What follows belongs to an exercise in optimizing a design on an open flow for small area, a short achievable clock period and few clock cycles; a production flow would make more cautious choices.
In this exercise RTL edits were held to simulation tests only and were not proved equivalent to the original.
Power and IR drop assume default switching activity.

Setup of job 3368:
==> flow/design.v (excerpt) <==
module h1_parser (
    input  wire        clk,
    input  wire        rst,
    input  wire        cmd_valid,
    output wire        cmd_ready,
    input  wire [15:0] cmd_len,
    input  wire [31:0] cmd_seed,
    input  wire [2:0]  cmd_crc_len,
    input  wire        din_valid,
    output wire        din_ready,
    input  wire [31:0] din_data,
    output wire        rsp_valid,
    input  wire        rsp_ready,
    output wire [2:0]  rsp_status,
    output wire [2:0]  rsp_kind,
    output wire [31:0] rsp_w0,
    output wire [31:0] rsp_w1,
    output wire [31:0] rsp_w2,
    output wire [31:0] rsp_w3,
    output wire [15:0] rsp_h,
    output wire [7:0]  rsp_b0,
    output wire [7:0]  rsp_b1
);
    localparam [2:0] ST_OK = 3'd0, ST_UNKNOWN = 3'd1, ST_TRUNCATED = 3'd2,
                     ST_CRC = 3'd3, ST_TRAILING = 3'd4, ST_MALFORMED = 3'd5;
    localparam [2:0] K_SREQ = 3'd0, K_SREP = 3'd1, K_PING = 3'd2, K_OOO = 3'd3,
                     K_ACK = 3'd4, K_DATA = 3'd5, K_FRAG = 3'd6, K_MULTI = 3'd7;
    localparam [1:0] M_PFX = 2'd0, M_OPC = 2'd1, M_L4 = 2'd2, M_L4B = 2'd3;
    reg         hv;          
    reg  [31:0] H;           
    reg  [23:0] Q;           
    reg         sv;          
    reg  [31:0] S;           
    reg         active;      
    reg         endst;       
    reg         zl;          
    reg  [13:0] bl;          
    reg         lastb;       
    reg  [5:0]  bi;          
    reg         f_lt2, f_lt18, f_lt22, f_ltm, f_lt4c, f_gt2, f_gt22, f_gt4c;
    reg  [2:0]  cl;          
    reg  [1:0]  pp;          
    reg  [1:0]  uu;          
    reg         tonly;       
    reg         applied;     
    reg         need_q;      
    reg  [31:0] r;           
    reg         rv;
  ...
clock: 5.5 ns
lec_check: 0
cap_margin: 20
core_margin: 2
core_utilization: 40
place_density: 0.6
setup_slack_margin: 1.5
slew_margin: 20
synth_hierarchical: 1
synth_minimum_keep_size: 0
run.sh (not shown) runs the stock make flow with config.mk's settings and CLKGATE_MAP_FILE= SYNTH_SCRIPT=/design/flow/synth_recipe.tcl, a recipe that flattens the netlist after the stock synthesis.
Testbench counts of job 3368, summed over its fixed seeds: cycles 59,858.
Relative to job 3368, the following input files were edited for job 7779:
-- flow/config.mk --
<<< job 3368, line 11
export PLACE_DENSITY = 0.6
export SETUP_SLACK_MARGIN = 1.5
export SLEW_MARGIN = 20
>>> job 7779, line 11
export PLACE_DENSITY = 0.6
export SETUP_SLACK_MARGIN = 2.5
export SLEW_MARGIN = 20
Results
- On non-clock buffer count, the higher figure sits with job 7779, not job 3368.
- Summary: with job 3368 as the reference, combinational power in job 7779 moved up by more than a quarter.
- Setup slack: job 3368 and job 7779 compared, higher one is job 7779
- Looking only at combinational share of power, and setting everything else aside, the lower value of job 3368 and job 7779 goes to job 3368.
- Job 7779 supports a higher top clock frequency than job 3368.
Relative to job 7779, the following input files were edited for job 4866:
-- flow/config.mk --
<<< job 7779, line 11
export PLACE_DENSITY = 0.6
export SETUP_SLACK_MARGIN = 2.5
export SLEW_MARGIN = 20
>>> job 4866, line 11
export PLACE_DENSITY = 0.6
export SETUP_SLACK_MARGIN = 2.0
export SLEW_MARGIN = 20
## What came out
- Job 7779 → job 4866: number of global-route vias before repair lost 1640; sequential share of power picked up an extra 3.9 points; sequential cell count neither gained nor lost much; cell area lost 12%.
- Diff job 7779 -> job 4866 | average wire per cell in the routed design | decrease of about 1.3%
- In job 4866 the met2 capacity usage during global routing turned out 3.7 points lower than in job 7779.
- Sort job 7779 and job 4866 by clock skew, descending, and job 7779 comes first.
- Compared with job 7779, in job 4866 via total after detailed routing saw a decrease; number of nets in the layout decreased 270; clock tree buffer count of the final layout higher.
- In the reports for job 7779 and job 4866, the smaller fraction of met1 tracks used by global routing belongs to job 4866.


== job 101 ==
Another version of the RTL of h1_parser (not shown whole).
For scale: roughly 420 flip-flops, about 29000 sq um of cells after synthesis.
## h1_parser
module h1_parser (
    input  wire        clk,
    input  wire        rst,
    input  wire        cmd_valid,
    output wire        cmd_ready,
    input  wire [15:0] cmd_len,
    input  wire [31:0] cmd_seed,
    input  wire [2:0]  cmd_crc_len,
    input  wire        din_valid,
    output wire        din_ready,
    input  wire [31:0] din_data,
    output wire        rsp_valid,
    input  wire        rsp_ready,
    output wire [2:0]  rsp_status,
    output wire [2:0]  rsp_kind,
    output wire [31:0] rsp_w0,
    output wire [31:0] rsp_w1,
    output wire [31:0] rsp_w2,
    output wire [31:0] rsp_w3,
    output wire [15:0] rsp_h,
    output wire [7:0]  rsp_b0,
    output wire [7:0]  rsp_b1
);
Settings: LEC_CHECK=0, CAP_MARGIN=20, CORE_MARGIN=2, CORE_UTILIZATION=40, PLACE_DENSITY=0.6, SLEW_MARGIN=20; clock period 5.5 ns.
Testbench counts of job 101, summed over its fixed seeds: cycles 59,858.
Input-level comparison between job 102 and job 101:
Settings: SETUP_SLACK_MARGIN now 2.5, previously not set.
## What came out
Job 102: PASS, flow complete, no timing, DRC or antenna violations
Comparing job 102 and job 101, the higher proportion of power drawn by the clock network is on job 101.
The design area of job 102 exceeds that of job 101 by 5100 sq um.
Compared with job 101, in job 102 wire length now larger, core region area comparable.
Job 102 — setup slack 740 ps higher, job 101 as reference
When the final numbers for job 102 and job 101 were put side by side, the via count turned out to be greater in job 102.
In job 102, the sequential share of cell area came out 4.0 points below the value in job 101.
Where worst voltage drop across the vdd grid is concerned, job 101 is better than job 102.
What job 101 reported for non-clock buffer count in the final layout has to be multiplied by 1.7 to get the figure for job 102.
The largest net degree at the start of global routing on job 101 is in line with that on job 102.
Detail-routed net length per standard cell in job 102 is 3.4% higher than in job 101

## re-timing with driven ports
Ports are ideal in the flow. The routed layouts listed here were re-timed in OpenROAD.
Step 1 assumes that a clkbuf_16 drives the clock port and a buf_2 every other input.
Step 2, shift: input delay + t, output delay - t, t = (earliest + latest rising clock arrival at the registers) / 2. This alone moves slack from input paths to output paths.
Three values: ideal, step 1, step 2; two values: the first two.
run | t, ns | setup slack, ns | worst setup path at the end | latest minus earliest clock arrival (ns) | worst slew at a driven data input, ns
job 3368 | 0.669 | 1.683 / 1.683 / 1.072 | input to register | 0.015 / 0.015 | 0.09
job 7779 | 0.669 | 1.955 / 1.955 / 1.423 | input to register | 0.025 / 0.025 | 0.09
job 4866 | 0.669 | 1.890 / 1.890 / 1.466 | input to register | 0.021 / 0.021 | 0.10
job 101 | 0.684 | 0.428 / 0.428 / 0.428 | register to register | 0.040 / 0.041 | 0.13
job 102 | 0.666 | 1.164 / 1.164 / 1.164 | register to register | 0.073 / 0.073 | 0.11
After both steps every run listed still meets setup and hold. For job 3368, which loses most, drivers alone change the setup slack by 0.000 ns; drivers and shift together by -0.611 ns.
